Source: an optimization exercise on an open RTL-to-GDS flow (aim: small area). Production flows keep margins and buffers that such runs may drop. At most, simulation tests tie the RTL to the original design; equivalence was not proved. No functional check of the RTL was part of runs 2, 3 and 5. No activity file was given, so power comes from the tool's default toggle rates.

==> design/flow/config.mk <==
export PLATFORM = sky130hd
export DESIGN_NAME = lhce_parse
export DESIGN_NICKNAME = lhce_parse
export VERILOG_FILES = /design/flow/design.v
export SDC_FILE = /design/flow/constraint.sdc
export NUM_CORES = 4
export LEC_CHECK = 0
export CAP_MARGIN = 20
export CORE_MARGIN = 2
export CORE_UTILIZATION = 40
export CTS_CLUSTER_DIAMETER = 80
export CTS_CLUSTER_SIZE = 24
export PLACE_DENSITY = 0.6
export SLEW_MARGIN = 20
==> design/flow/constraint.sdc <==
create_clock -name core_clock -period 7.0 [get_ports {clk}]
set_input_delay 1.4000 -clock core_clock [delete_from_list [all_inputs] [get_ports {clk}]]
set_output_delay 1.4000 -clock core_clock [all_outputs]
set_load 0.01 [all_outputs]
==> design/flow/design.v <==
module lhce_parse (
    input  wire        clk,
    input  wire        rst,           
    input  wire        start,
    input  wire [3:0]  op,
    input  wire [15:0] src_addr,
    input  wire [15:0] src_len,
    input  wire [31:0] ph_src,
    input  wire [31:0] ph_dst,
    output wire        busy,
    output reg         done,
    output wire        mem_rd,
    output wire [9:0]  mem_addr,
    input  wire [31:0] mem_rdata,
    output wire [3:0]  err_code,
    output wire [3:0]  err_sub,
    output wire [31:0] r_csum,
    output wire [31:0] r_csum_field,
    output wire [31:0] r_ip_len,
    output wire [31:0] r_ip_misc,
    output wire [31:0] r_ip_src,
    output wire [31:0] r_ip_dst,
    output wire [31:0] r_ip_hdr,
    output wire [31:0] r_ip_chk,
    output wire [31:0] r_tcp_ports,
    output wire [31:0] r_tcp_seq,
    output wire [31:0] r_tcp_ack,
    output wire [31:0] r_tcp_ctl,
    output wire [31:0] r_tcp_csum,
    output wire [31:0] r_tcp_hdr,
    output wire [31:0] r_pay,
    output wire [31:0] r_out
);
    localparam [3:0] S_IDLE  = 4'd0;
    localparam [3:0] S_PRE   = 4'd1;    
    localparam [3:0] S_TINIT = 4'd2;    
    localparam [3:0] S_TAIL  = 4'd3;    
    localparam [3:0] S_PS    = 4'd4;    
    localparam [3:0] S_K6    = 4'd5;    
    localparam [3:0] S_TSUM  = 4'd6;    
    localparam [3:0] S_FLUSH = 4'd7;    
    localparam [3:0] S_ISUM  = 4'd8;    
    localparam [3:0] S_CAP   = 4'd9;    
    reg  [3:0]  st;
    reg  [2:0]  opk;       
    reg  [11:0] c_addr;    
    reg  [15:0] c_len;     
    reg  [3:0]  ihl;       
    reg         zq;        
    reg  [12:0] O;         
    reg  [4:0]  k;         
    reg  [15:0] R;         
    reg         cy;        
    reg         sw;        
    reg         addq;      
    reg  [1:0]  lane;      
    reg         m;         
    reg         tok;       
    reg  [7:0]  C [0:29];  
    reg  [2:0]  ec, es;
    reg  [15:0] q_calc;   reg q_match; reg q_present; reg [15:0] q_field;
    reg  [3:0]  q_ihl;    reg [15:0] q_tl; reg [15:0] q_hcs; reg [7:0] q_ttl;
    reg  [31:0] q_src, q_dst; reg [11:0] q_ipa; reg [15:0] q_ipcalc; reg q_ipm;
    reg  [31:0] q_ports, q_seq, q_ack; reg [15:0] q_win; reg [3:0] q_doff; reg [5:0] q_flags;
    reg  [15:0] q_urg, q_cs; reg [12:0] q_L; reg [11:0] q_sa;
    reg  [4:0]  q_hdw;  reg [12:0] q_outl; reg [11:0] q_outa;
    wire fr   = (opk == 3'd7);
    wire ipc  = (opk == 3'd3);
    wire tcpc = (opk == 3'd4);
    wire ct   = (opk == 3'd2);
    wire csum = (opk == 3'd1) | ct;
    wire ipg  = fr | ipc;
    assign busy = (st != S_IDLE);
    reg [7:0] mb;
    always @(*) begin
        case (lane)
            2'd0: mb = mem_rdata[7:0];
            2'd1: mb = mem_rdata[15:8];
            2'd2: mb = mem_rdata[23:16];
            default: mb = mem_rdata[31:24];
        endcase
    end
    wire [5:0]  hl  = {ihl, 2'b00};
    wire [15:0] L   = c_len - {10'd0, hl};
    wire sum_st = (st == S_PS) | (st == S_TSUM) | (st == S_ISUM);
    wire [12:0] E = (st == S_PS)  ? 13'd20 :
                    ((st == S_ISUM) & ipg) ? {7'd0, hl} : c_len[12:0];
    wire at_end = (O == E);
    wire align  = (sw == O[0]);
    wire skip   = (st == S_ISUM) ? (O[12:1] == 12'd5) :
                  (st == S_TSUM) ? (ct & (O[12:1] == 12'd8)) : 1'b0;
    wire pre_end = (k == 5'd12);
    wire iss_pre = (st == S_PRE) & ~pre_end;
    wire iss_sum = sum_st & ~at_end & align;
    wire iss_cap = (st == S_CAP) & (k != 5'd31) & ~((k == 5'd0) & ~align);
    wire iss     = iss_pre | iss_sum | iss_cap;
    wire [12:0] addr = {1'b0, c_addr} + O;
    assign mem_rd   = iss;
    assign mem_addr = addr[11:2];
    wire       k6inj = (st == S_K6) & ~sw;
    wire [7:0] ain = (addq ? mb : 8'd0) | ((st == S_TAIL) ? C[29] : 8'd0) |
                     {5'd0, k6inj, k6inj, 1'b0};
    wire [8:0] asum = {1'b0, R[7:0]} + {1'b0, ain} + {8'd0, cy};
    wire [15:0] p_tl  = {C[6], C[5]};
    wire [3:0]  p_ihl = C[8][3:0];
    wire [5:0]  p_hl  = {p_ihl, 2'b00};
    wire [4:0]  p_hl4 = {1'b0, p_ihl} + {4'd0, fr};     
    wire [16:0] n_tl  = {1'b0, c_len} - {1'b0, p_tl};   
    wire        tl_over = n_tl[16] | (n_tl[15:2] == 14'd0);
    reg  [2:0]  pre_c, pre_s;
    always @(*) begin
        pre_c = 3'd2; pre_s = 3'd0;
        if (fr && {C[10], C[9]} != 16'h0800)    begin pre_c = 3'd1; pre_s = 3'd1; end
        else if (fr && c_len < 16'd24)           pre_s = 3'd1;
        else if (p_ihl < 4'd5)                   pre_s = 3'd2;
        else if (mb != 8'd6)                     pre_s = 3'd3;
        else if (C[8][7:4] != 4'd4)              pre_s = 3'd4;
        else if ({10'd0, p_hl} > p_tl)           pre_s = 3'd5;
        else if ({9'd0, p_hl4, 2'b00} > c_len)   pre_s = 3'd6;
        else if (fr && tl_over)                  pre_s = 3'd7;
    end
    wire [3:0]  doffn = C[17][7:4];
    wire [5:0]  doffb = {doffn, 2'b00};
    wire        doff_big = (L[15:6] == 10'd0) & (doffb > L[5:0]);
    wire        sum_ok = (fr ? tok : (R == 16'hFFFF)) & ({C[13], C[12]} != 16'hFFFF);
    wire        doff_ok = (doffn >= 4'd5) & ~doff_big;
    wire [15:0] calc    = ~{R[7:0], R[15:8]};
    wire        eq      = (mb == ~R[7:0]);
    wire [16:0] rng = {1'b0, src_addr} + {1'b0, src_len};
    wire        op_ok = (op == 4'd1) | (op == 4'd2) | (op == 4'd3) | (op == 4'd4) | (op == 4'd7);
    wire commit = (st == S_CAP) & (k == 5'd31);
    wire tcp_pass = sum_ok & doff_ok;
    wire c_csum = commit & csum;
    wire c_ip   = commit & (ipc | (fr & tcp_pass));
    wire c_tcp  = commit & (tcpc | fr) & tcp_pass;
    wire c_fr   = commit & fr & tcp_pass;
    integer i;
    always @(posedge clk) begin
        C[0] <= mb & {8{~zq}};
        for (i = 1; i < 30; i = i + 1) C[i] <= C[i-1];
        if (st == S_IDLE) begin
            C[28] <= ph_src[31:24]; C[27] <= ph_src[23:16];
            C[26] <= ph_src[15:8];  C[25] <= ph_src[7:0];
            C[24] <= ph_dst[31:24]; C[23] <= ph_dst[23:16];
            C[22] <= ph_dst[15:8];  C[21] <= ph_dst[7:0];
        end
    end
    always @(posedge clk) begin
        R    <= {asum[7:0], R[15:8]};
        cy   <= asum[8];
        sw   <= ~sw;
        addq <= iss_sum & ~skip;
        lane <= addr[1:0];
        if (iss) O <= O + 13'd1;
        if (st == S_IDLE) begin
            opk    <= op[2:0];
            c_addr <= src_addr[11:0];
            c_len  <= src_len;
            ihl    <= 4'd0;
            zq     <= ((op[2:0] == 3'd1) && src_len < 16'd12) ||
                      ((op[2:0] == 3'd2) && src_len < 16'd18);
        end
        if (rst) begin
            st   <= S_IDLE;
            sw   <= 1'b0;
            done <= 1'b0;
            ec   <= 3'd0;
            es   <= 3'd0;
        end else begin
            done <= 1'b0;
            case (st)
            S_IDLE: if (start) begin
                if (!op_ok) begin
                    done <= 1'b1; ec <= 3'd7; es <= 3'd1;
                end else if (rng > 17'd4096) begin
                    done <= 1'b1; ec <= 3'd6; es <= 3'd1;
                end else begin
                    case (op[2:0])
                    3'd1: begin
                        st <= S_ISUM; O <= 13'd0; R <= 16'd0; cy <= 1'b0;
                    end
                    3'd2: st <= S_TINIT;
                    3'd3: if (src_len < 16'd20) begin
                              done <= 1'b1; ec <= 3'd2; es <= 3'd1;
                          end else begin
                              st <= S_PRE; O <= 13'h1FFE; k <= 5'd0;
                          end
                    3'd4: if (src_len < 16'd20) begin
                              done <= 1'b1; ec <= 3'd3; es <= 3'd1;
                          end else st <= S_TINIT;
                    default: if (src_len < 16'd4) begin
                              done <= 1'b1; ec <= 3'd1; es <= 3'd2;
                          end else begin
                              st <= S_PRE; O <= 13'd2; k <= 5'd0;
                          end
                    endcase
                end
            end
            S_PRE: if (!pre_end) begin
                if (iss_pre) begin
                    k <= k + 5'd1;
                    if (k == 5'd11) O <= {10'd0, fr, 2'b00};
                end
            end else begin
                if (pre_s != 3'd0) begin
                    st <= S_IDLE; done <= 1'b1; ec <= pre_c; es <= pre_s;
                end else begin
                    ihl    <= p_ihl;
                    c_len  <= p_tl;
                    c_addr <= addr[11:0];    
                    if (fr) st <= S_TINIT;
                    else begin
                        st <= S_ISUM; O <= 13'd0; R <= 16'd0; cy <= 1'b0;
                    end
                end
            end
            S_TINIT: begin
                if (fr && L < 16'd20) begin
                    st <= S_IDLE; done <= 1'b1; ec <= 3'd3; es <= 3'd1;
                end else begin
                    R  <= {L[7:0], L[15:8]};
                    cy <= 1'b0;
                    sw <= 1'b1;
                    k  <= 5'd0;
                    if (fr) begin st <= S_PS; O <= 13'd12; end
                    else st <= S_TAIL;
                end
            end
            S_TAIL: begin
                k <= k + 5'd1;
                if (k == 5'd7) st <= S_K6;
            end
            S_PS: if (at_end) st <= S_K6;
            S_K6: if (!sw) begin st <= S_TSUM; O <= {7'd0, hl}; end
            S_TSUM: if (at_end) begin
                k <= 5'd0;
                if (fr) st <= S_FLUSH;
                else begin st <= S_CAP; O <= {7'd0, hl}; end
            end
            S_FLUSH: begin
                k <= k + 5'd1;
                if (k == 5'd3) begin
                    tok <= (R == 16'hFFFF);
                    R   <= 16'd0; cy <= 1'b0;
                    st  <= S_ISUM; O <= 13'd0;
                end
            end
            S_ISUM: if (at_end) begin
                st <= S_CAP; O <= {7'd0, hl}; k <= 5'd0;
            end
            S_CAP: begin
                if (iss_cap) begin
                    k <= k + 5'd1;
                    if (k == 5'd19) O <= ct ? 13'd16 : 13'd10;
                    if (k == 5'd29) O <= ct ? 13'd14 : 13'd8;
                    if (k == 5'd30) O <= {7'd0, hl};    
                end
                if (k == 5'd21) m <= eq;
                if (k == 5'd22) m <= m & eq;
                if (commit) begin
                    st <= S_IDLE; done <= 1'b1;
                    if (csum | ipc | tcp_pass) begin ec <= 3'd0; es <= 3'd0; end
                    else if (!sum_ok) begin ec <= 3'd3; es <= 3'd2; end
                    else begin ec <= 3'd3; es <= 3'd3; end
                end
            end
            default: st <= S_IDLE;
            endcase
        end
    end
    always @(posedge clk) begin
        if (rst) begin
            q_calc <= 16'd0; q_match <= 1'b0; q_present <= 1'b0; q_field <= 16'd0;
        end else if (c_csum) begin
            q_calc <= calc; q_match <= m & ~zq; q_present <= ~zq; q_field <= {C[9], C[8]};
        end
    end
    always @(posedge clk) begin
        if (rst) begin
            q_ihl <= 4'd0; q_tl <= 16'd0; q_hcs <= 16'd0; q_ttl <= 8'd0;
            q_src <= 32'd0; q_dst <= 32'd0; q_ipa <= 12'd0; q_ipcalc <= 16'd0; q_ipm <= 1'b0;
        end else if (c_ip) begin
            q_ihl <= ihl; q_tl <= c_len; q_hcs <= {C[9], C[8]}; q_ttl <= mb;
            q_src <= {C[7], C[6], C[5], C[4]}; q_dst <= {C[3], C[2], C[1], C[0]};
            q_ipa <= c_addr; q_ipcalc <= calc; q_ipm <= m;
        end
    end
    always @(posedge clk) begin
        if (rst) begin
            q_ports <= 32'd0; q_seq <= 32'd0; q_ack <= 32'd0; q_win <= 16'd0;
            q_doff <= 4'd0; q_flags <= 6'd0; q_urg <= 16'd0; q_cs <= 16'd0;
            q_L <= 13'd0; q_sa <= 12'd0;
        end else if (c_tcp) begin
            q_ports <= {C[29], C[28], C[27], C[26]};
            q_seq   <= {C[25], C[24], C[23], C[22]};
            q_ack   <= {C[21], C[20], C[19], C[18]};
            q_doff  <= doffn; q_flags <= C[16][5:0];
            q_win   <= {C[15], C[14]};
            q_cs    <= {C[13], C[12]};
            q_urg   <= {C[11], C[10]};
            q_L     <= L[12:0];
            q_sa    <= addr[11:0];
        end
    end
    wire [11:0] outa = c_addr - 12'd4;
    wire [12:0] outl = c_len[12:0] + 13'd4;
    wire [4:0]  hdw  = {1'b0, ihl} + {1'b0, doffn} + 5'd1;
    always @(posedge clk) begin
        if (rst) begin
            q_hdw <= 5'd0; q_outl <= 13'd0; q_outa <= 12'd0;
        end else if (c_fr) begin
            q_hdw <= hdw; q_outl <= outl; q_outa <= outa;
        end
    end
    wire [12:0] q_paya = {1'b0, q_outa} + {6'd0, q_hdw, 2'b00};
    wire [11:0] q_payl = q_outl[11:0] - {5'd0, q_hdw, 2'b00};
    wire ipv = |q_ihl;
    wire [15:0] ip_seg = q_tl - {10'd0, q_ihl, 2'b00};
    assign err_code     = {1'b0, ec};
    assign err_sub      = {1'b0, es};
    assign r_csum       = {14'd0, q_match, q_present, q_calc};
    assign r_csum_field = {16'd0, q_field};
    assign r_ip_len     = {5'd0, ipv, 2'd0, 2'd0, q_ihl, 2'd0, q_tl};
    assign r_ip_misc    = {q_hcs, 5'd0, ipv, ipv, 1'b0, q_ttl};
    assign r_ip_src     = q_src;
    assign r_ip_dst     = q_dst;
    assign r_ip_hdr     = {ip_seg, 4'd0, q_ipa};
    assign r_ip_chk     = {15'd0, q_ipm, q_ipcalc};
    assign r_tcp_ports  = q_ports;
    assign r_tcp_seq    = q_seq;
    assign r_tcp_ack    = q_ack;
    assign r_tcp_ctl    = {q_win, 2'd0, q_doff, 2'd0, 2'd0, q_flags};
    assign r_tcp_csum   = {q_urg, q_cs};
    assign r_tcp_hdr    = {3'd0, q_L, 4'd0, q_sa};
    assign r_pay        = {4'd0, q_payl, 3'd0, q_paya};
    assign r_out        = {3'd0, q_outl, 4'd0, q_outa};
endmodule
==> design/flow/flow/run.sh <==
#!/bin/bash
# Standard layout (the standard.sh, standard synthesis), with the port
# buffers that global placement inserts made of sky130_fd_sc_hd__buf_1.
set -euo pipefail
export BUFFER_PORTS_ARGS="-buffer_cell sky130_fd_sc_hd__buf_1"
bash standard.sh > standard.log 2>&1
==> design/flow/standard.sh <==
#!/bin/bash
# synth_recipe.tcl (not shown) runs the flow's synth.tcl, then flattens the netlist and writes it again
# the make line also repeats each setting of config.mk as NAME=value (left out here)
make -C /OpenROAD-flow-scripts/flow DESIGN_CONFIG=/design/flow/config.mk WORK_HOME=/design/flow/orfs CLKGATE_MAP_FILE= SYNTH_SCRIPT=/design/flow/synth_recipe.tcl "${@:-finish}"
==> metrics.yaml, run 1 <==
synth:
  ys_seq_area_share_pct: 47.2
  netlist_instances: 3539
  avgSynthCellArea_um2: 8.54
  netlist_area_um2: 30200
  ys_types: 107
  synth_ff_type: "dfxtp_1"
  ys_ff_latch: 708
  synth-async-reset-ratio_pct: 0
  synth_edf_count: 11
  ys.warnings.count: 2
clock_tree:
  postCtsHoldBufs: 0
  cts_resized: 0
  clockRootBuffer: "clkbuf_16"
  cts_buffers: 44
  clkTransAtPathRegs_ns: 0.08
  max-clock-path-buffers: 3
  clock_latency_ns: 0.62
  clock-sinks: 708
  h-tree-depth: 2
  cts_tree: "done"
  postCtsSetupBuffers: 0
layout:
  n_fill_cell: 7633
  area_growth_pct: 12.6
  final_util_pct: 45.6
  mostFrequentLayoutCells: "919 x nand2_1, 697 x dfxtp_1, 571 x buf_1, 400 x a21oi_1, 180 x nor2_1"
  nNetsFinal: 4217
  final_common_cell: "nand2_1"
  drive_above_1_share_pct: 4.43
  antenna_cells: 0
worst_setup_path:
  cpMaxStageDelayCell: "nand2_1"
  cp_max_fo: 32
  startpoint_type: "flip-flop"
  endpoint_kind: "flip-flop"
  cpPeakStageDelay_ns: 0.64
  crit_path_frequent_cell: "ha_1"
  crit_type: "flip-flop to flip-flop"
  crit_arrival_ns: 6.13
  path_cells: "and2_0 > nand2_1 > inv_1 > ha_1 > ha_1 > and3_1 > ha_1 > nand4b_1 > o311ai_1 > nand4_1 > nor2_1 > nor4bb_4 > buf_4 > mux2_1"
  cp.required_ns: 7.50
floorplan:
  core_area_um2: 74700
  die_w_um: 279
  ios: 668
  die_h_um: 279
  start_util_pct: 40.5
  num_rows: 100
  die-area_um2: 77800
grt:
  grt_pass1_wl_um: 154000
  grt_max_degree: 168
  overflow: 0
  track_usage_pct: 25.6
  grt_pass1_vias: 24300
  antenna_found_initial: 2
sta:
  post-route-period-util_pct: 80.5
  hold_viol: 0
  relSlewSlack_pct: 26.0
  holdWs_ns: 0.334
  skew_ns: 0.0262
  min_period_ns: 5.63
  timing.fmax_ghz: 0.178
  rsz0062_at_grt: "no"
  fin_setup_tns_ns: 0
  tightest_slew_ns: 1.10
  final-max-slew-violation-count: 0
  setup_viol_count_final: 0
power:
  leakagePower_nw: 12.5
  max-vdd-ir-drop_uv: 204
  power_density_nw_per_um2: 404
route:
  ant_nets: 0
  drt-vias-per-instance: 5.24
  drt-initial-drc-count: 1722
  dr.pass1.iters: 5
  route.detailed.drc: 0
  wire_per_inst_um: 21.0
  vias: 26000
  drt_wl_total_um: 104000
run:
  drv_cap: 0
status:
  status: "timing/DRC/antenna clean"
placed_design:
  hpwl_um: 77300
  gp_congestion: 0.923
  io_buffers: 572
worst_hold_path:
  hold_path_class: "flip-flop to flip-flop"
==> state kept, by name (all words and copies together) (netlist names), 32 cells and up <==
signal and count:
q_src 32, C 240, q_ports 32, q_ack 32, q_dst 32, q_seq 32
==> stage by stage <==
step                instance area, um2  worst slack (ns)  total power, mW  std cells
global placement                 32600              1.35             11.0       4901
global route                     34100             0.912             14.5       4968
detailed placement               32600              1.29             11.0       4901
floorplan                        30600              2.60             9.13       3633
finish                           34100              1.37             13.8       4968
CTS                              34000              1.43             13.8       4967
==> cell type report <==
type / count / area (um2) / area share (%)
clock inverters: 19 / 289 / 0.849
clock buffers: 47 / 1120 / 3.29
repair buffers: 610 / 2500 / 7.34
well taps: 969 / 1210 / 3.56
multi-input cells: 2507 / 14200 / 41.8
flip-flops and latches: 708 / 14300 / 41.9
inverters: 108 / 408 / 1.20
==> Yosys cell counts, types with 6 or more instances <==
cell	instances	area share, %
a211oi_1	86	2.1
o211a_1	7	0.23
xor2_1	43	1.2
nand3b_1	7	0.17
a2111oi_0	7	0.20
mux4_2	8	0.60
a21oi_1	400	6.6
mux2i_1	29	0.96
buf_1	13	0.16
nand2_1	920	11
o21ai_0	61	1.0
buf_2	60	0.99
o22ai_1	17	0.35
dfxtp_1	697	46
a21o_1	24	0.60
o31ai_1	6	0.15
a211o_1	6	0.17
nor3b_1	6	0.15
o21a_1	14	0.35
a21boi_0	6	0.15
a31oi_1	12	0.25
xnor2_1	66	1.9
nand2b_1	24	0.50
a22o_1	7	0.20
nor3_1	37	0.61
and3_1	17	0.35
inv_1	106	1.3
or3_1	17	0.35
mux2_4	13	0.65
nand4_1	28	0.58
o21ai_1	12	0.20
nor2_1	180	2.2
fa_1	9	0.60
o211ai_1	15	0.37
clkbuf_1	113	1.4
ha_1	94	3.9
or4_1	12	0.30
o221ai_1	6	0.17
nor4_1	24	0.50
nand3_1	35	0.58
edfxtp_1	11	1.1
buf_4	121	3.0
nor2b_1	30	0.62
==> final timing paths <==
| path | from | end | slack, ns | cells after the start |
|---|---|---|---|---|
| setup / recovery | opk[0]$_DFFE_PP_ | ihl[0]$_DFF_P_ | 1.37 | 14 |
| setup reg to reg | opk[0]$_DFFE_PP_ | ihl[0]$_DFF_P_ | 1.37 | 14 |
| hold / removal | C[16][6]$_DFF_P_ | C[17][6]$_DFF_P_ | 0.33 | 0 |
| hold reg to reg | C[16][6]$_DFF_P_ | C[17][6]$_DFF_P_ | 0.33 | 0 |
==> report_power, final <==
part	leakage [nW]	internal (mW)	total [mW]	switching, mW
combinational	6.03	1.72	4.84	3.12
clock	0.683	1.26	2.79	1.53
sequential	5.83	5.02	6.15	1.13
==> cell families after synthesis <==
| logic type | after synthesis | share of synthesized area, % |
|---|---|---|
| xor gates and xnor gates | 109 | 3.16 |
| buffers and inverters | 418 | 7.01 |
| adders and majority gates | 103 | 4.49 |
| AOI/OAI and AO/OA | 766 | 15.9 |
| other | 1 | 0.0124 |
| DFF | 708 | 47.2 |
| muxes | 53 | 2.31 |
| and+or+nand+nor | 1381 | 19.9 |
==> routing by layer <==
metal  global-route usage (%)  wire length [um]  share of wire [%]  up-vias
met5                        0                 0                  0        -
met3                     5.37              6740                6.5      152
met4                     7.54              3020                2.9        0
met2                     43.6             50000                 48      778
li1                         -                 -                  -    12600
met1                     32.7             44400                 43    12500
==> critical path: cells and delay by family, from the launching register on <==
family	cells	cell delay, ns
buf+inv	2	1.04
fa+ha+maj	3	0.85
compound gates	1	0.53
flops	1	0.50
mux	1	0.37
simple gates	7	2.19
==> run 2, diff against run 1 <==
--- a/design/flow/design.v
+++ b/design/flow/design.v
@@ -162,7 +162,6 @@
         end
         if (rst) begin
             st   <= S_IDLE;
-            sw   <= 1'b0;
             done <= 1'b0;
             ec   <= 3'd0;
             es   <= 3'd0;
==> run 2 against run 1 <==
Worst setup slack gained 0.39 ns. Clock skew up 0.0082 ns. Sequential power hardly changed. Wire length decreased by 1.9%. First-iteration DRC count rose by 21%. Register-to-register slack gained 0.65 ns. Non-clock buffer count fell by 3. Final cell count fell by 0.46%. Synthesized cell count is 0.28% lower. Combinational power down 18%. Largest power group unchanged.
==> metrics.yaml, run 2 <==
floorplan:
  core_area_um2: 73200  # was 74,700 um2
  ios: 668  # unchanged
  start_util_pct: 40.5  # about the same
  die_h_um: 276  # was 279 um
  die_w_um: 276  # was 279 um
  die-area_um2: 76300  # was 77,800 um2
  num_rows: 99  # was 100
synth:
  synth_commonest_cells: "952 x nand2_1, 697 x dfxtp_1, 413 x a21oi_1, 200 x nor2_1, 135 x clkbuf_1"  # was 920 x nand2_1, 697 x dfxtp_1, 400 x a21oi_1, 180 x nor2_1, 121 x buf_4
  synth_ff_type: "dfxtp_1"  # unchanged
  ys_seq_area_share_pct: 48.2  # was 47.2%
  synth-async-reset-ratio_pct: 0  # unchanged
  synth.largest_area_cell: "dfxtp_1"  # unchanged
  ys_types: 87  # was 107
  synth_top_cell_area_share_pct: 47.1  # was 46.1%
  netlist_area_um2: 29700  # was 30,200 um2
  synth_compound_area_share_pct: 15.4  # was 15.9%
  synth_top_family_by_area: "simple AND/OR/NAND/NOR gates"  # unchanged
  muxShareOfSynthArea_pct: 1.35  # was 2.31%
  synthAdderAreaFrac_pct: 4.57  # was 4.49%
  synth_most_common_cell: "nand2_1"  # unchanged
  synth_xor_area_share_pct: 3.22  # was 3.16%
  ys.warnings.count: 2  # unchanged
  ys_ff_latch: 708  # unchanged
  netlist_instances: 3529  # was 3,539
  yosys.area_share.simple_pct: 20.2  # was 19.9%
  avgSynthCellArea_um2: 8.40  # was 8.54 um2
  synth.area.top_cells: "dfxtp_1 47%, nand2_1 12%, a21oi_1 7.0%"  # was dfxtp_1 46%, nand2_1 11%, a21oi_1 6.6%
  synth_edf_count: 11  # unchanged
worst_setup_path:
  crit_type: "flip-flop to output port"  # was flip-flop to flip-flop
  startpoint_type: "flip-flop"  # unchanged
  critPathBufInv: 3  # was 2
  reg2reg_depth: 16  # was 14
  path_cells: "clkinv_1 > o32ai_1 > a211o_1 > a221oi_1 > and3_1 > o31ai_2 > buf_4 > buf_1"  # was and2_0 > nand2_1 > inv_1 > ha_1 > ha_1 > and3_1 > ha_1 > nand4b_1 > o311ai_1 > nand4_1 > nor2_1 > nor4bb_4 > buf_4 > mux2_1
  cp.required_ns: 5.60  # was 7.50 ns
  cp_top_family: "buffers and inverters"  # was simple AND/OR/NAND/NOR gates
  cpPeakStageDelay_ns: 0.83  # was 0.64 ns
  r2r-start: "opk[0]$_DFFE_PP_"  # unchanged
  crit_arrival_ns: 3.85  # was 6.13 ns
  r2r-end: "R[10]$_DFF_P_"  # was ihl[0]$_DFF_P_
  reg2reg_slack_ns: 2.02  # was 1.37 ns
  cp_max_fo: 11  # was 32
  cpMaxStageDelayCell: "dfxtp_1"  # was nand2_1
  endpoint_kind: "output port"  # was flip-flop
route:
  route.detailed.drc: 0  # unchanged
  vias: 25700  # was 26,000
  drt_wl_total_um: 102000  # was 104,000 um
  dr.pass1.iters: 7  # was 5
  wire_per_inst_um: 20.7  # was 21.0 um
  drt-initial-drc-count: 2079  # was 1,722
  ant_nets: 0  # unchanged
  drt-vias-per-instance: 5.21  # was 5.24
layout:
  regMostFlops: "C"  # unchanged
  multi_input_area_um2: 13700  # was 14,200 um2
  nNetsFinal: 4200  # was 4,217
  n_fill_cell: 7513  # was 7,633
  largest_register_ff_count: 240  # unchanged
  final_common_cell: "nand2_1"  # unchanged
  drive_above_1_share_pct: 3.37  # was 4.43%
  ff_latch_area_um2: 14300  # unchanged
  area_growth_pct: 12.5  # was 12.6%
  mostFrequentLayoutCells: "951 x nand2_1, 697 x dfxtp_1, 571 x buf_1, 413 x a21oi_1, 200 x nor2_1"  # was 919 x nand2_1, 697 x dfxtp_1, 571 x buf_1, 400 x a21oi_1, 180 x nor2_1
worst_hold_path:
  hp-start: "C[16][6]$_DFF_P_"  # unchanged
  hold_path_class: "flip-flop to flip-flop"  # unchanged
  worstHoldEndpoint: "C[17][6]$_DFF_P_"  # unchanged
  hold_depth: 0  # unchanged
power:
  leakagePower_nw: 12.3  # was 12.5 nW
  max-vdd-ir-drop_uv: 195  # was 204 uV
  power_density_nw_per_um2: 384  # was 404 nW/um2
  power_mw: 12.8  # was 13.8 mW
placed_design:
  dp_slack_ns: 1.39  # was 1.29 ns
  hpwl_um: 75900  # was 77,300 um
  gp_congestion: 0.930  # was 0.923
  io_buffers: 572  # unchanged
clock_tree:
  h-tree-depth: 2  # unchanged
  clock-sinks: 708  # unchanged
  clkTransAtPathRegs_ns: 0.10  # was 0.08 ns
  cts_resized: 0  # unchanged
  clockRootBuffer: "clkbuf_16"  # unchanged
  cts_buffers: 42  # was 44
  max-clock-path-buffers: 3  # unchanged
  postCtsSetupBuffers: 0  # unchanged
  postCtsHoldBufs: 0  # unchanged
  cts_tree: "done"  # unchanged
  clock_latency_ns: 0.61  # was 0.62 ns
grt:
  grt_pass1_vias: 24100  # was 24,300
  antenna_found_initial: 5  # was 2
  grt_max_degree: 162  # was 168
  overflow: 0  # unchanged
  grt_pass1_wl_um: 153000  # was 154,000 um
  track_usage_pct: 25.8  # was 25.6%
sta:
  post-route-period-util_pct: 75.0  # was 80.5%
  setup_viol_count_final: 0  # unchanged
  rsz0062_at_grt: "no"  # unchanged
  hold_viol: 0  # unchanged
  min_period_ns: 5.25  # was 5.63 ns
  skew_ns: 0.0344  # was 0.0262 ns
  tightest_slew_ns: 1.10  # about the same
  relSlewSlack_pct: 24.9  # was 26.0%
  timing.fmax_ghz: 0.191  # was 0.178 GHz
  final-max-slew-violation-count: 0  # unchanged
  worst_slack_ns: 1.75  # was 1.37 ns
  fin_setup_tns_ns: 0  # unchanged
run:
  drv_cap: 0  # unchanged
status:
  status: "timing/DRC/antenna clean"  # unchanged
## run 2: cell count changes in the layout (fill, tap and decap cells not counted), moves of 9 or more
cell,delta
o22ai_1,-9
a21o_1,+9
mux2_4,-13
o21ai_0,+25
nor2_1,+20
a211oi_1,-9
nand2_1,+32
o21ai_1,-10
a21oi_1,+13
## run 2: layout make-up
| cell class | count | share of cell area, % |
|---|---|---|
| antenna | 5 | 0.0375 |
| clock buffer | 45 | 3.24 |
| clock inverter | 18 | 0.844 |
| inverter | 101 | 1.14 |
| multi-input combinational | 2502 | 40.9 |
| sequential | 708 | 42.8 |
| tap | 959 | 3.60 |
| timing repair buffer | 607 | 7.38 |
## run 2: how the worst max path moves through the flow
stage                                   from           end  cells after the start
after global routing            O[2]$_DFF_P_   mem_addr[9]                     10
after CTS                 st[0]$_SDFFE_PP0P_        mem_rd                      8
after detailed placement          src_len[1]  O[5]$_DFF_P_                     12
final                       c_len[6]$_DFF_P_        mem_rd                      8
after floorplan                  src_addr[0]  O[5]$_DFF_P_                     13
after global placement            src_len[1]  O[5]$_DFF_P_                     12
## run 2: worst reg2reg max path, cell delays in order, from the launching register on
cell,delay [ns]
edfxtp_1,0.48
and2_1,0.30
nand2_1,0.41
inv_1,0.15
ha_1,0.23
ha_1,0.21
and3_1,0.19
ha_1,0.29
nand4b_1,0.13
or4_1,0.48
and3_1,0.21
nor2_1,0.20
nand4_1,0.28
a221oi_1,0.63
nand2_1,0.37
inv_1,0.24
o22ai_1,0.11
## run 2: per-stage QoR
| step | instance area [um2] | utilization (%) | hold slack, ns | cells |
|---|---|---|---|---|
| finish | 33400 | 45.6 | 0.332 | 4945 |
| global route | 33400 | 45.6 | 0.342 | 4945 |
| CTS | 33300 | 45.6 | 0.333 | 4940 |
| detailed placement | 32000 | 43.7 | 0.312 | 4877 |
| global placement | 32000 | 43.7 | 0.310 | 4877 |
| floorplan | 30000 | - | 0.310 | 3623 |
## run 2: report_power, final
| group | internal, mW | leakage (nW) | switching (mW) |
|---|---|---|---|
| clock network | 1.22 | 0.660 | 1.50 |
| logic | 1.41 | 5.80 | 2.55 |
| registers | 4.94 | 5.82 | 1.19 |
## run 2: kinds of logic (layout without fill, tap and decap cells)
kind of cell / Yosys count / in the layout
AO/OA/AOI/OAI: 754 / 754
buffers and inverters: 413 / 771
XOR/XNOR: 109 / 109
other: 1 / 100
multiplexers: 30 / 30
adder cells (fa/ha/maj): 103 / 103
flip-flops: 708 / 708
AND/OR/NAND/NOR: 1411 / 1411
## run 2: metal layers
metal  global-route usage [%]  routed length (um)  part of all wire, %  vias up
met1                     35.1               45900                   45    12200
met3                     4.85                6570                  6.4      155
met4                     8.80                3320                  3.2        0
met2                     41.2               46300                   45      849
li1                         -                   -                    -    12500
met5                        0                   0                    0        -
==> run 3, diff against run 2 <==
==> design/flow/run.sh (new file) <==
#!/bin/bash
# synth_recipe.tcl (not shown) runs the flow's synth.tcl, then flattens the netlist and writes it again
# the make line also repeats each setting of config.mk as NAME=value (left out here)
make -C /OpenROAD-flow-scripts/flow DESIGN_CONFIG=/design/flow/config.mk WORK_HOME=/design/flow/orfs CLKGATE_MAP_FILE= SYNTH_SCRIPT=/design/flow/synth_recipe.tcl finish
removed: design/flow/flow/run.sh
removed: design/flow/standard.sh
==> run 3 against run 2 <==
Still clean. Power rose by 0.99%. Via count hardly changed. Cell area rose by 11%. Wire length up 3.4%. Worst hold slack improved by 0.0019 ns. Non-clock buffer count increased by 3. Maximum frequency shrank 10%. Register-to-register slack worse by 0.26 ns. Critical endpoint is now mem_addr[8].
==> metrics.yaml, run 3 <==
synth:
  netlist_instances: 3529  # unchanged
  synth_edf_count: 11  # unchanged
  ys.warnings.count: 2  # unchanged
  netlist_area_um2: 29700  # unchanged
  synth_top_cell_area_share_pct: 47.1  # unchanged
  synth_ff_type: "dfxtp_1"  # unchanged
  synth_most_common_cell: "nand2_1"  # unchanged
  avgSynthCellArea_um2: 8.40  # unchanged
  synth.largest_area_cell: "dfxtp_1"  # unchanged
  ys_types: 87  # unchanged
  synth.area.top_cells: "dfxtp_1 47%, nand2_1 12%, a21oi_1 7.0%"  # unchanged
  synth-async-reset-ratio_pct: 0  # unchanged
  ys_seq_area_share_pct: 48.2  # unchanged
  synth_commonest_cells: "952 x nand2_1, 697 x dfxtp_1, 413 x a21oi_1, 200 x nor2_1, 135 x clkbuf_1"  # unchanged
  ys_ff_latch: 708  # unchanged
floorplan:
  die-area_um2: 76300  # unchanged
  die_w_um: 276  # unchanged
  num_rows: 99  # unchanged
  core_area_um2: 73200  # unchanged
  die_h_um: 276  # unchanged
  start_util_pct: 40.5  # unchanged
  ios: 668  # unchanged
run:
  drv_cap: 0  # unchanged
clock_tree:
  cts_tree: "done"  # unchanged
  cts_buffers: 40  # was 42
  h-tree-depth: 2  # unchanged
  clkTransAtPathRegs_ns: 0.10  # about the same
  max-clock-path-buffers: 3  # unchanged
  postCtsSetupBuffers: 0  # unchanged
  clock-sinks: 708  # unchanged
  postCtsHoldBufs: 0  # unchanged
  clockRootBuffer: "clkbuf_16"  # unchanged
  cts_resized: 0  # unchanged
  clock_latency_ns: 0.60  # was 0.61 ns
worst_hold_path:
  hold_path_class: "flip-flop to flip-flop"  # unchanged
sta:
  holdWs_ns: 0.334  # was 0.332 ns
  tightest_slew_ns: 1.06  # was 1.10 ns
  relSlewSlack_pct: 29.0  # was 24.9%
  rsz0062_at_grt: "no"  # unchanged
  fin_setup_tns_ns: 0  # unchanged
  min_period_ns: 5.86  # was 5.25 ns
  timing.fmax_ghz: 0.171  # was 0.191 GHz
  final-max-slew-violation-count: 0  # unchanged
  setup_viol_count_final: 0  # unchanged
  worst_slack_ns: 1.14  # was 1.75 ns
  post-route-period-util_pct: 83.7  # was 75.0%
  skew_ns: 0.0294  # was 0.0344 ns
  hold_viol: 0  # unchanged
route:
  dr.pass1.iters: 7  # unchanged
  wire_per_inst_um: 21.4  # was 20.7 um
  wl_met3_um: 6840  # was 6570 um
  drt-initial-drc-count: 1769  # was 2,079
  vias: 25800  # was 25,700
  route.detailed.drc: 0  # unchanged
  drt-vias-per-instance: 5.21  # about the same
  met2_length_um: 48400  # was 46,300 um
  ant_nets: 0  # unchanged
  top_layer: "met4"  # unchanged
  drt_wl_total_um: 106000  # was 102,000 um
  drt-met1-wl_um: 47700  # was 45,900 um
power:
  max-vdd-ir-drop_uv: 219  # was 195 uV
  power_density_nw_per_um2: 351  # was 384 nW/um2
  power_mw: 12.9  # was 12.8 mW
  leakagePower_nw: 13.6  # was 12.3 nW
placed_design:
  placed_area_um2: 35600  # was 32,000 um2
  placedCellCount: 4880  # was 4,877
  dp_slack_ns: 1.15  # was 1.39 ns
  io_buffers: 572  # unchanged
  gp_congestion: 0.955  # was 0.930
  hpwl_um: 78100  # was 75,900 um
layout:
  final_cell_area_um2: 36900  # was 33,400 um2
  final_util_pct: 50.4  # was 45.6%
  drive_above_1_share_pct: 3.44  # was 3.37%
  nNetsFinal: 4201  # was 4,200
  ff_latch_area_um2: 14300  # unchanged
  layout.cells.non_filler: 4946  # was 4,945
  n_fill_cell: 7147  # was 7,513
  regMostFlops: "C"  # unchanged
  area_growth_pct: 24.4  # was 12.5%
  largest_register_ff_count: 240  # unchanged
  final_common_cell: "nand2_1"  # unchanged
  multi_input_area_um2: 13700  # about the same
  mostFrequentLayoutCells: "951 x nand2_1, 697 x dfxtp_1, 571 x clkdlybuf4s50_1, 413 x a21oi_1, 200 x nor2_1"  # was 951 x nand2_1, 697 x dfxtp_1, 571 x buf_1, 413 x a21oi_1, 200 x nor2_1
grt:
  grt_pass1_wl_um: 157000  # was 153,000 um
  antenna_found_initial: 1  # was 5
  grt_pass1_vias: 24300  # was 24,100
  grt_max_degree: 177  # was 162
  overflow: 0  # unchanged
  track_usage_pct: 26.6  # was 25.8%
worst_setup_path:
  cp.required_ns: 5.60  # about the same
  endpoint_kind: "output port"  # unchanged
  crit_path_frequent_cell: "o21ai_0"
  crit_type: "flip-flop to output port"  # unchanged
  cpMaxStageDelayCell: "a311oi_1"  # was dfxtp_1
  path_cells: "ha_1 > inv_1 > fa_1 > nor2b_1 > o21ai_0 > a21boi_0 > o21ai_0 > a21boi_0 > o21a_1 > o21ai_0 > a311oi_1 > inv_1 > clkdlybuf4s50_1"  # was clkinv_1 > o32ai_1 > a211o_1 > a221oi_1 > and3_1 > o31ai_2 > buf_4 > buf_1
  cp_max_fo: 4  # was 11
  startpoint_type: "flip-flop"  # unchanged
  crit_arrival_ns: 4.46  # was 3.85 ns
  cpPeakStageDelay_ns: 0.66  # was 0.83 ns
status:
  status: "timing/DRC/antenna clean"  # unchanged
[run 3: cell counts after synthesis]
No cell type changed its count.
[run 3: cells by family (layout without fill, tap and decap cells)]
group,Yosys count,after routing,synth area share [%]
buffers and inverters,413,774,7.11
flip-flops,708,708,48.2
multiplexers,30,30,1.35
XOR/XNOR,109,109,3.22
adder cells (fa/ha/maj),103,103,4.57
AND/OR/NAND/NOR,1411,1411,20.2
other,1,98,0.0126
AO/OA/AOI/OAI,754,754,15.4
[run 3: layout make-up]
class                      instances  share of cell area (%)
antenna                            3                  0.0204
clock buffer                      47                    2.98
clock inverter                    16                   0.536
inverter                         101                    1.03
multi-input combinational       2502                    37.0
sequential                       708                    38.7
tap                              959                    3.25
timing repair buffer             610                    16.4
[run 3: worst max-delay path: cells and delay by family (launching register included)]
family | cells | cell delay [ns]
AOI/OAI and AO/OA | 7 | 1.72
buffers and inverters | 3 | 0.77
adders and majority gates | 2 | 0.65
DFF | 1 | 0.60
and+or+nand+nor | 1 | 0.12
[run 3: worst paths after layout]
kind,slack [ns],endpoint,cells past startpoint,start
worst min register to register,0.33,C[18][0]$_DFF_P_,0,C[17][0]$_DFF_P_
worst max register to register,1.76,q_ports[10]$_SDFFE_PP0P_,17,c_len[2]$_DFF_P_
worst min-delay path,0.33,C[18][0]$_DFF_P_,0,C[17][0]$_DFF_P_
worst max-delay path,1.14,mem_addr[8],13,c_addr[0]$_DFF_P_
[run 3: where the power goes]
group	internal (mW)	switching, mW
logic	1.59	2.67
registers	4.94	1.09
clock network	1.20	1.46
[run 3: metal layers]
layer  global-route usage [%]  vias to the layer above
met5                        0                        -
met4                     6.81                        0
met3                     5.48                      135
met2                     43.4                      775
met1                     36.0                    12300
li1                         -                    12500
==> run 4, diff against run 3 <==
--- a/design/flow/design.v
+++ b/design/flow/design.v
@@ -162,6 +162,7 @@
         end
         if (rst) begin
             st   <= S_IDLE;
+            sw   <= 1'b0;
             done <= 1'b0;
             ec   <= 3'd0;
             es   <= 3'd0;
==> run 4 against run 3 <==
Still clean on timing, DRC and antenna. Register-to-register slack gained 0.05 ns. Flip-flop and latch count is the same. Synthesized cell count is 0.28% higher. Die area rose by 1.9%.
==> metrics.yaml, run 4 <==
clock_tree:
  clockRootBuffer: "clkbuf_16"  # unchanged
  postCtsSetupBuffers: 0  # unchanged
  cts_buffers: 43  # was 40
  h-tree-depth: 2  # unchanged
  cts_tree: "done"  # unchanged
  cts_resized: 0  # unchanged
  max-clock-path-buffers: 3  # unchanged
  clock_latency_ns: 0.62  # was 0.60 ns
  clkTransAtPathRegs_ns: 0.09  # was 0.10 ns
  clock-sinks: 708  # unchanged
  postCtsHoldBufs: 0  # unchanged
placed_design:
  placed_area_um2: 36200  # was 35,600 um2
  io_buffers: 572  # unchanged
  gp_congestion: 0.939  # was 0.955
  hpwl_um: 80500  # was 78,100 um
synth:
  avgSynthCellArea_um2: 8.54  # was 8.40 um2
  yosys.area_share.simple_pct: 19.9  # was 20.2%
  muxShareOfSynthArea_pct: 2.31  # was 1.35%
  ys_ff_latch: 708  # unchanged
  synth.area.top_cells: "dfxtp_1 46%, nand2_1 11%, a21oi_1 6.6%"  # was dfxtp_1 47%, nand2_1 12%, a21oi_1 7.0%
  synth_most_common_cell: "nand2_1"  # unchanged
  ys_types: 107  # was 87
  synthAdderAreaFrac_pct: 4.49  # was 4.57%
  synth_ff_type: "dfxtp_1"  # unchanged
  synth_compound_area_share_pct: 15.9  # was 15.4%
  synth_top_family_by_area: "simple AND/OR/NAND/NOR gates"  # unchanged
  ys.warnings.count: 2  # unchanged
  synth.largest_area_cell: "dfxtp_1"  # unchanged
  netlist_area_um2: 30200  # was 29,700 um2
  ys_seq_area_share_pct: 47.2  # was 48.2%
  synth_top_cell_area_share_pct: 46.1  # was 47.1%
  synth_edf_count: 11  # unchanged
  synth_commonest_cells: "920 x nand2_1, 697 x dfxtp_1, 400 x a21oi_1, 180 x nor2_1, 121 x buf_4"  # was 952 x nand2_1, 697 x dfxtp_1, 413 x a21oi_1, 200 x nor2_1, 135 x clkbuf_1
  synth-async-reset-ratio_pct: 0  # unchanged
  synth_xor_area_share_pct: 3.16  # was 3.22%
  netlist_instances: 3539  # was 3,529
sta:
  rsz0062_at_grt: "no"  # unchanged
  min_period_ns: 5.52  # was 5.86 ns
  setup_viol_count_final: 0  # unchanged
  timing.fmax_ghz: 0.181  # was 0.171 GHz
  hold_viol: 0  # unchanged
  skew_ns: 0.0376  # was 0.0294 ns
  final-max-slew-violation-count: 0  # unchanged
  fin_setup_tns_ns: 0  # unchanged
  relSlewSlack_pct: 29.1  # was 29.0%
  post-route-period-util_pct: 78.9  # was 83.7%
  tightest_slew_ns: 1.04  # was 1.06 ns
route:
  drt-vias-per-instance: 5.24  # was 5.21
  dr.pass1.iters: 7  # unchanged
  route.detailed.drc: 0  # unchanged
  wire_per_inst_um: 21.9  # was 21.4 um
  ant_nets: 0  # unchanged
  drt_wl_total_um: 109000  # was 106,000 um
  vias: 26000  # was 25,800
  drt-initial-drc-count: 1919  # was 1,769
worst_setup_path:
  endpoint_kind: "output port"  # unchanged
  crit_type: "flip-flop to output port"  # unchanged
  cp_top_family: "compound AO/OA/AOI/OAI gates"  # unchanged
  startpoint_type: "flip-flop"  # unchanged
  cp_max_fo: 4  # unchanged
  crit_path_frequent_cell: "o21ai_0"  # unchanged
  critPathBufInv: 3  # unchanged
  cp.required_ns: 5.60  # about the same
  path_cells: "ha_1 > inv_1 > fa_1 > nor2b_1 > o21ai_0 > a21boi_0 > o21ai_0 > a21oi_1 > o21ai_0 > a211o_1 > o311ai_0 > buf_4 > clkdlybuf4s50_1"  # was ha_1 > inv_1 > fa_1 > nor2b_1 > o21ai_0 > a21boi_0 > o21ai_0 > a21boi_0 > o21a_1 > o21ai_0 > a311oi_1 > inv_1 > clkdlybuf4s50_1
  cpMaxStageDelayCell: "dfxtp_1"  # was a311oi_1
  cpPeakStageDelay_ns: 0.57  # was 0.66 ns
  crit_arrival_ns: 4.12  # was 4.46 ns
layout:
  final_cell_area_um2: 37600  # was 36,900 um2
  area_growth_pct: 24.5  # was 24.4%
  antenna_cells: 0  # was 3
  drive_above_1_share_pct: 4.45  # was 3.44%
  mostFrequentLayoutCells: "919 x nand2_1, 697 x dfxtp_1, 571 x clkdlybuf4s50_1, 400 x a21oi_1, 180 x nor2_1"  # was 951 x nand2_1, 697 x dfxtp_1, 571 x clkdlybuf4s50_1, 413 x a21oi_1, 200 x nor2_1
  final_common_cell: "nand2_1"  # unchanged
  largest_register_ff_count: 240  # unchanged
  regMostFlops: "C"  # unchanged
  nNetsFinal: 4215  # was 4,201
grt:
  grt_max_degree: 200  # was 177
  track_usage_pct: 26.7  # was 26.6%
  grt_pass1_vias: 24600  # was 24,300
  overflow: 0  # unchanged
  grt_pass1_wl_um: 159000  # was 157,000 um
  antenna_found_initial: 1  # unchanged
worst_hold_path:
  hold_path_class: "flip-flop to flip-flop"  # unchanged
floorplan:
  num_rows: 100  # was 99
  die_h_um: 279  # was 276 um
  core_area_um2: 74700  # was 73,200 um2
  start_util_pct: 40.5  # about the same
  die_w_um: 279  # was 276 um
  ios: 668  # unchanged
  die-area_um2: 77800  # was 76,300 um2
power:
  pwr-share-clk_pct: 20.0  # was 20.6%
  max-vdd-ir-drop_uv: 223  # was 219 uV
  power.share.switching_pct: 41.6  # was 40.3%
  power_density_nw_per_um2: 372  # was 351 nW/um2
  pwr-share-seq_pct: 44.2  # was 46.6%
  leakagePower_nw: 13.9  # was 13.6 nW
  power_switching_mw: 5.82  # was 5.21 mW
  intPower_mw: 8.18  # was 7.73 mW
  combPwrFrac_pct: 35.9  # was 32.9%
run:
  drv_cap: 0  # unchanged
status:
  status: "timing/DRC/antenna clean"  # unchanged
-- run 4: stage by stage --
step                      cells  utilization (%)  setup slack (ns)  total power, mW  hold WS [ns]
after floorplan            3633                -              2.60             9.13         0.310
after global placement     4901             48.5              1.24             11.2         0.312
after detailed placement   4901             48.5              1.24             11.2         0.316
after CTS                  4967             50.4              1.46             14.0         0.338
after global routing       4967             50.4              1.30             14.7         0.346
final                      4967             50.4              1.48             14.0         0.335
-- run 4: area by class of cell --
cell class              count  area (um2)
clock buffers              46        1120
inverters                 108         408
multi-input cells        2507       14200
clock inverters            20         293
repair buffers            609        6070
flip-flops and latches    708       14300
fillers                  7317       37100
well taps                 969        1210
-- run 4: power groups by stage --
stage          registers (mW)  clock network (mW)  logic [mW]
2_1_floorplan            5.60                   0        3.53
3_3_place_gp             6.29                   0        4.96
3_5_place_dp             6.28                   0        4.95
4_1_cts                  6.20                2.85        4.98
5_1_grt                  6.30                2.99        5.44
6_report                 6.18                2.80        5.02
-- run 4: final timing paths --
check	startpoint	end	slack, ns	cells after the start
worst min register to register	C[17][2]$_DFF_P_	C[18][2]$_DFF_P_	0.33	0
worst max-delay path	c_addr[0]$_DFF_P_	mem_addr[8]	1.48	13
worst max register to register	opk[0]$_DFFE_PP_	c_addr[5]$_DFF_P_	1.81	15
worst min-delay path	C[17][2]$_DFF_P_	C[18][2]$_DFF_P_	0.33	0
-- run 4: cell families after synthesis --
logic type      Yosys count
compound gates          766
other cells               1
buf+inv                 418
xor+xnor                109
mux                      53
simple gates           1381
fa+ha+maj               103
flops                   708
-- run 4: per-layer routing --
metal	wire length (um)	global-route usage [%]	share of wire, %
met1	45900	33.9	42
met3	7510	5.80	6.9
met2	52000	45.5	48
met5	0	0	0
met4	3190	7.94	2.9
==> run 5, diff against run 4 <==
--- a/design/flow/design.v
+++ b/design/flow/design.v
@@ -81,7 +81,7 @@
         endcase
     end
     wire [5:0]  hl  = {ihl, 2'b00};
-    wire [15:0] L   = c_len - {10'd0, hl};
+    wire [15:0] L   = {c_len[15:2] - {10'd0, ihl}, c_len[1:0]};
     wire sum_st = (st == S_PS) | (st == S_TSUM) | (st == S_ISUM);
     wire [12:0] E = (st == S_PS)  ? 13'd20 :
                     ((st == S_ISUM) & ipg) ? {7'd0, hl} : c_len[12:0];
@@ -159,6 +159,10 @@
             ihl    <= 4'd0;
             zq     <= ((op[2:0] == 3'd1) && src_len < 16'd12) ||
                       ((op[2:0] == 3'd2) && src_len < 16'd18);
+            O      <= (op[2:0] == 3'd7) ? 13'd2 : (op[2:0] == 3'd3) ? 13'h1FFE : 13'd0;
+            k      <= 5'd0;
+            R      <= 16'd0;
+            cy     <= 1'b0;
         end
         if (rst) begin
             st   <= S_IDLE;
@@ -176,14 +180,12 @@
                     done <= 1'b1; ec <= 3'd6; es <= 3'd1;
                 end else begin
                     case (op[2:0])
-                    3'd1: begin
-                        st <= S_ISUM; O <= 13'd0; R <= 16'd0; cy <= 1'b0;
-                    end
+                    3'd1: st <= S_ISUM;
                     3'd2: st <= S_TINIT;
                     3'd3: if (src_len < 16'd20) begin
                               done <= 1'b1; ec <= 3'd2; es <= 3'd1;
                           end else begin
-                              st <= S_PRE; O <= 13'h1FFE; k <= 5'd0;
+                              st <= S_PRE;
                           end
                     3'd4: if (src_len < 16'd20) begin
                               done <= 1'b1; ec <= 3'd3; es <= 3'd1;
@@ -191,40 +193,34 @@
                     default: if (src_len < 16'd4) begin
                               done <= 1'b1; ec <= 3'd1; es <= 3'd2;
                           end else begin
-                              st <= S_PRE; O <= 13'd2; k <= 5'd0;
+                              st <= S_PRE;
                           end
                     endcase
                 end
             end
             S_PRE: if (!pre_end) begin
-                if (iss_pre) begin
-                    k <= k + 5'd1;
-                    if (k == 5'd11) O <= {10'd0, fr, 2'b00};
-                end
+                k <= k + 5'd1;
+                if (k == 5'd11) O <= {10'd0, fr, 2'b00};
             end else begin
+                ihl    <= p_ihl;
+                c_len  <= p_tl;
+                c_addr <= addr[11:0];    
+                O <= 13'd0; R <= 16'd0; cy <= 1'b0;
                 if (pre_s != 3'd0) begin
                     st <= S_IDLE; done <= 1'b1; ec <= pre_c; es <= pre_s;
-                end else begin
-                    ihl    <= p_ihl;
-                    c_len  <= p_tl;
-                    c_addr <= addr[11:0];    
-                    if (fr) st <= S_TINIT;
-                    else begin
-                        st <= S_ISUM; O <= 13'd0; R <= 16'd0; cy <= 1'b0;
-                    end
-                end
+                end else if (fr) st <= S_TINIT;
+                else st <= S_ISUM;
             end
             S_TINIT: begin
+                R  <= {L[7:0], L[15:8]};
+                cy <= 1'b0;
+                sw <= 1'b1;
+                k  <= 5'd0;
+                O  <= 13'd12;
                 if (fr && L < 16'd20) begin
                     st <= S_IDLE; done <= 1'b1; ec <= 3'd3; es <= 3'd1;
-                end else begin
-                    R  <= {L[7:0], L[15:8]};
-                    cy <= 1'b0;
-                    sw <= 1'b1;
-                    k  <= 5'd0;
-                    if (fr) begin st <= S_PS; O <= 13'd12; end
-                    else st <= S_TAIL;
-                end
+                end else if (fr) st <= S_PS;
+                else st <= S_TAIL;
             end
             S_TAIL: begin
                 k <= k + 5'd1;
@@ -302,8 +298,8 @@
             q_sa    <= addr[11:0];
         end
     end
-    wire [11:0] outa = c_addr - 12'd4;
-    wire [12:0] outl = c_len[12:0] + 13'd4;
+    wire [11:0] outa = {c_addr[11:2] - 10'd1, c_addr[1:0]};
+    wire [12:0] outl = {c_len[12:2] + 11'd1, c_len[1:0]};
     wire [4:0]  hdw  = {1'b0, ihl} + {1'b0, doffn} + 5'd1;
     always @(posedge clk) begin
         if (rst) begin
@@ -312,10 +308,10 @@
             q_hdw <= hdw; q_outl <= outl; q_outa <= outa;
         end
     end
-    wire [12:0] q_paya = {1'b0, q_outa} + {6'd0, q_hdw, 2'b00};
-    wire [11:0] q_payl = q_outl[11:0] - {5'd0, q_hdw, 2'b00};
+    wire [12:0] q_paya = {{1'b0, q_outa[11:2]} + {6'd0, q_hdw}, q_outa[1:0]};
+    wire [11:0] q_payl = {q_outl[11:2] - {5'd0, q_hdw}, q_outl[1:0]};
     wire ipv = |q_ihl;
-    wire [15:0] ip_seg = q_tl - {10'd0, q_ihl, 2'b00};
+    wire [15:0] ip_seg = {q_tl[15:2] - {10'd0, q_ihl}, q_tl[1:0]};
     assign err_code     = {1'b0, ec};
     assign err_sub      = {1'b0, es};
     assign r_csum       = {14'd0, q_match, q_present, q_calc};
==> design/flow/flow/run.sh (new file) <==
#!/bin/bash
# Standard layout (the standard.sh, standard synthesis), with the port
# buffers that global placement inserts made of sky130_fd_sc_hd__buf_1.
set -euo pipefail
export BUFFER_PORTS_ARGS="-buffer_cell sky130_fd_sc_hd__buf_1"
bash standard.sh > standard.log 2>&1
==> design/flow/standard.sh (new file) <==
#!/bin/bash
# synth_recipe.tcl (not shown) runs the flow's synth.tcl, then flattens the netlist and writes it again
# the make line also repeats each setting of config.mk as NAME=value (left out here)
make -C /OpenROAD-flow-scripts/flow DESIGN_CONFIG=/design/flow/config.mk WORK_HOME=/design/flow/orfs CLKGATE_MAP_FILE= SYNTH_SCRIPT=/design/flow/synth_recipe.tcl "${@:-finish}"
--- a/design/flow/config.mk
+++ b/design/flow/config.mk
@@ -8,7 +8,7 @@
 export CAP_MARGIN = 20
 export CORE_MARGIN = 2
 export CORE_UTILIZATION = 40
-export CTS_CLUSTER_DIAMETER = 80
-export CTS_CLUSTER_SIZE = 24
+export CTS_CLUSTER_DIAMETER = 90
+export CTS_CLUSTER_SIZE = 30
 export PLACE_DENSITY = 0.6
 export SLEW_MARGIN = 20
removed: design/flow/run.sh
==> run 5 against run 4 <==
Die area down 2.9%. Still clean on timing, DRC and antenna. Worst hold slack gained 0.0029 ns. Critical path type unchanged. Global-route usage decreased by 1.8 points. First-iteration DRC count is 1.3% higher.
==> metrics.yaml, run 5 <==
run:
  drv_cap: 0  # unchanged
synth:
  netlist_area_um2: 29300  # was 30,200 um2
  ys_ff_latch: 708  # unchanged
  synth_compound_area_share_pct: 15.3  # was 15.9%
  ys_types: 88  # was 107
  muxShareOfSynthArea_pct: 1.45  # was 2.31%
  synth_top_cell_area_share_pct: 47.9  # was 46.1%
  synth-async-reset-ratio_pct: 0  # unchanged
  synth_top_family_by_area: "simple AND/OR/NAND/NOR gates"  # unchanged
  synth_ff_type: "dfxtp_1"  # unchanged
  synth.area.top_cells: "dfxtp_1 48%, nand2_1 12%, a21oi_1 6.8%"  # was dfxtp_1 46%, nand2_1 11%, a21oi_1 6.6%
  synth_xor_area_share_pct: 3.22  # was 3.16%
  ys.warnings.count: 2  # unchanged
  yosys.area_share.simple_pct: 19.9  # about the same
  netlist_instances: 3472  # was 3,539
  ys_seq_area_share_pct: 48.5  # was 47.2%
  avgSynthCellArea_um2: 8.45  # was 8.54 um2
  synthAdderAreaFrac_pct: 4.62  # was 4.49%
  synth_edf_count: 6  # was 11
  synth.largest_area_cell: "dfxtp_1"  # unchanged
  synth_commonest_cells: "936 x nand2_1, 702 x dfxtp_1, 397 x a21oi_1, 170 x nor2_1, 151 x clkbuf_1"  # was 920 x nand2_1, 697 x dfxtp_1, 400 x a21oi_1, 180 x nor2_1, 121 x buf_4
  synth_most_common_cell: "nand2_1"  # unchanged
worst_setup_path:
  reg2reg_depth: 15  # unchanged
  endpoint_kind: "output port"  # unchanged
  crit_arrival_ns: 4.00  # was 4.12 ns
  startpoint_type: "flip-flop"  # unchanged
  startpoint: "st[3]$_SDFFE_PP0P_"  # was c_addr[0]$_DFF_P_
  r2r-start: "ihl[1]$_DFF_P_"  # was opk[0]$_DFFE_PP_
  cp.required_ns: 5.60  # about the same
  reg2reg_slack_ns: 1.90  # was 1.81 ns
  crit_type: "flip-flop to output port"  # unchanged
  cp_max_fo: 23  # was 4
power:
  power_density_nw_per_um2: 400  # was 372 nW/um2
  leakagePower_nw: 12.0  # was 13.9 nW
  pwr-share-seq_pct: 46.5  # was 44.2%
  power.share.switching_pct: 42.4  # was 41.6%
  pwr-share-clk_pct: 19.2  # was 20.0%
  combPwrFrac_pct: 34.3  # was 35.9%
  max-vdd-ir-drop_uv: 259  # was 223 uV
  intPower_mw: 7.57  # was 8.18 mW
  power_switching_mw: 5.58  # was 5.82 mW
floorplan:
  core_area_um2: 72800  # was 74,700 um2
  die-area_um2: 75500  # was 77,800 um2
  die_h_um: 275  # was 279 um
  die_w_um: 275  # was 279 um
  ios: 668  # unchanged
  num_rows: 99  # was 100
  start_util_pct: 40.3  # was 40.5%
grt:
  grt_pass1_wl_um: 144000  # was 159,000 um
  grt_pass1_vias: 22800  # was 24,600
  track_usage_pct: 24.9  # was 26.7%
  overflow: 0  # unchanged
  grt_max_degree: 177  # was 200
  antenna_found_initial: 6  # was 1
sta:
  fin_setup_tns_ns: 0  # unchanged
  rsz0062_at_grt: "no"  # unchanged
  skew_ns: 0.0381  # was 0.0376 ns
  post-route-period-util_pct: 77.1  # was 78.9%
  min_period_ns: 5.40  # was 5.52 ns
  tightest_slew_ns: 1.09  # was 1.04 ns
  timing.fmax_ghz: 0.185  # was 0.181 GHz
  hold_viol: 0  # unchanged
  setup_viol_count_final: 0  # unchanged
  relSlewSlack_pct: 26.5  # was 29.1%
  final-max-slew-violation-count: 0  # unchanged
placed_design:
  gp_congestion: 0.902  # was 0.939
  io_buffers: 572  # unchanged
  hpwl_um: 72000  # was 80,500 um
route:
  drt_wl_total_um: 99000  # was 109,000 um
  ant_nets: 0  # unchanged
  wire_per_inst_um: 20.3  # was 21.9 um
  drt-initial-drc-count: 1943  # was 1,919
  vias: 25100  # was 26,000
  dr.pass1.iters: 8  # was 7
  route.detailed.drc: 0  # unchanged
  drt-vias-per-instance: 5.16  # was 5.24
clock_tree:
  cts_buffers: 35  # was 43
  postCtsSetupBuffers: 0  # unchanged
  clockRootBuffer: "clkbuf_16"  # unchanged
  clock_latency_ns: 0.62  # about the same
  max-clock-path-buffers: 3  # unchanged
  postCtsHoldBufs: 0  # unchanged
  h-tree-depth: 2  # unchanged
  clkTransAtPathRegs_ns: 0.11  # was 0.09 ns
  cts_resized: 0  # unchanged
  clock-sinks: 708  # unchanged
  cts_tree: "done"  # unchanged
worst_hold_path:
  hold_path_class: "flip-flop to flip-flop"  # unchanged
  hold_depth: 0  # unchanged
  hp-start: "C[16][6]$_DFF_P_"  # was C[17][2]$_DFF_P_
layout:
  mostFrequentLayoutCells: "935 x nand2_1, 702 x dfxtp_1, 571 x buf_1, 397 x a21oi_1, 169 x nor2_1"  # was 919 x nand2_1, 697 x dfxtp_1, 571 x clkdlybuf4s50_1, 400 x a21oi_1, 180 x nor2_1
  largest_register_ff_count: 240  # unchanged
  final_util_pct: 45.1  # was 50.4%
  area_growth_pct: 12.0  # was 24.5%
  regMostFlops: "C"  # unchanged
  ff_latch_area_um2: 14200  # was 14,300 um2
  nNetsFinal: 4128  # was 4,215
  multi_input_area_um2: 13500  # was 14,200 um2
  final_common_cell: "nand2_1"  # unchanged
  drive_above_1_share_pct: 3.35  # was 4.45%
  n_fill_cell: 7400  # was 7,317
status:
  status: "timing/DRC/antenna clean"  # unchanged
==> run 5: cell count changes after synthesis, sizes merged, moves of 10 or more <==
cell / delta
nor2: -12
o21ai: +26
clkbuf: +38
nand2: +15
nand2b: -10
o211ai: -11
buf: -38
nor3: +10
mux2: -14
inv: -15
==> run 5: cell type report <==
| type | instances | area share, % |
|---|---|---|
| antenna | 1 | 0.00762 |
| clock buffer | 37 | 2.75 |
| clock inverter | 18 | 0.876 |
| inverter | 92 | 1.06 |
| multi-input combinational | 2456 | 41.1 |
| sequential | 708 | 43.3 |
| tap | 959 | 3.65 |
| timing repair buffer | 597 | 7.27 |
==> run 5: path summary, 6_finish.rpt <==
path,endpoint
worst min register to register,C[17][6]$_DFF_P_
worst min-delay path,C[17][6]$_DFF_P_
worst max-delay path,mem_rd
worst max register to register,q_L[5]$_SDFFE_PP0P_
==> run 5: logic make-up after synthesis <==
logic type	count (synthesis)
AO/OA/AOI/OAI	746
XOR/XNOR	108
adder cells (fa/ha/maj)	103
buffers and inverters	402
flip-flops	708
multiplexers	32
other	1
AND/OR/NAND/NOR	1372
==> run 5: worst max-delay path, cell delays in order, from the launching register on <==
cell	delay, ns
dfxtp_1	0.84
nor4b_1	0.69
nand3_1	0.29
a211oi_1	0.38
xnor2_1	0.13
nor4_1	0.33
nand2_1	0.18
a31o_2	0.29
buf_1	0.23
==> run 5: power by group through the flow <==
stage	Combinational (mW)	Sequential, mW	Clock [mW]
after floorplan	3.35	5.52	0
after global placement	4.47	6.20	0
after detailed placement	4.46	6.19	0
after CTS	4.48	6.11	2.60
after global routing	4.96	6.21	2.74
final	4.51	6.12	2.53
==> run 5: layer usage <==
layer,GRT usage [%],share of wire (%),vias to the layer above
li1,-,-,12300
met3,5.77,7.1,146
met5,0,0.060,-
met4,7.78,3.3,10
met1,33.6,44,11800
met2,39.4,45,815
==> run 5: stage by stage <==
step	power (mW)	worst slack, ns	std cells	hold WS (ns)	cell area, um2
2_1_floorplan	8.87	2.80	3566	0.310	29700
3_3_place_gp	10.7	2.06	4812	0.312	31700
3_5_place_dp	10.7	1.96	4812	0.312	31700
4_1_cts	13.2	1.70	4867	0.337	32800
5_1_grt	13.9	1.47	4867	0.347	32800
6_report	13.1	1.60	4868	0.338	32900

separate check: timing with driven ports:
How much do the figures lean on ideal ports? The routed layouts below were timed once more, with nothing changed but the port constraints. Step 1 assumes that a clkbuf_16 drives the clock port and a buf_2 every other input. Step 2 adds t to the input delays and takes it off the output delays; t is the mean of the earliest and latest rising clock arrival at the registers after step 1. Input paths then give back, and output paths get back, about the clock's delay inside the block. Slacks: no drivers / after step 1 / after step 2; pairs: no drivers / after step 1.
| run | t, ns | slack for setup (ns) | hold slack, ns | worst setup path after step 2 | slew at the worst register clock pin (ns) |
|---|---|---|---|---|---|
| run 1 | 0.672 | 1.367 / 1.367 / 1.060 | 0.334 / 0.334 / 0.334 | input to register | 0.10 / 0.10 |
| run 2 | 0.656 | 1.753 / 1.689 / 1.276 | 0.332 / 0.332 / 0.332 | input to register | 0.10 / 0.10 |
| run 3 | 0.657 | 1.144 / 1.077 / 1.067 | 0.334 / 0.334 / 0.334 | input to register | 0.10 / 0.10 |
| run 4 | 0.672 | 1.477 / 1.405 / 1.171 | 0.335 / 0.335 / 0.335 | input to register | 0.10 / 0.10 |
| run 5 | 0.665 | 1.601 / 1.535 / 1.821 | 0.338 / 0.338 / 0.338 | input to register | 0.12 / 0.12 |
After both steps every run listed still meets setup and hold. The setup slack of run 2, which loses most, moves by -0.064 ns with the drivers and by -0.477 ns with both steps.
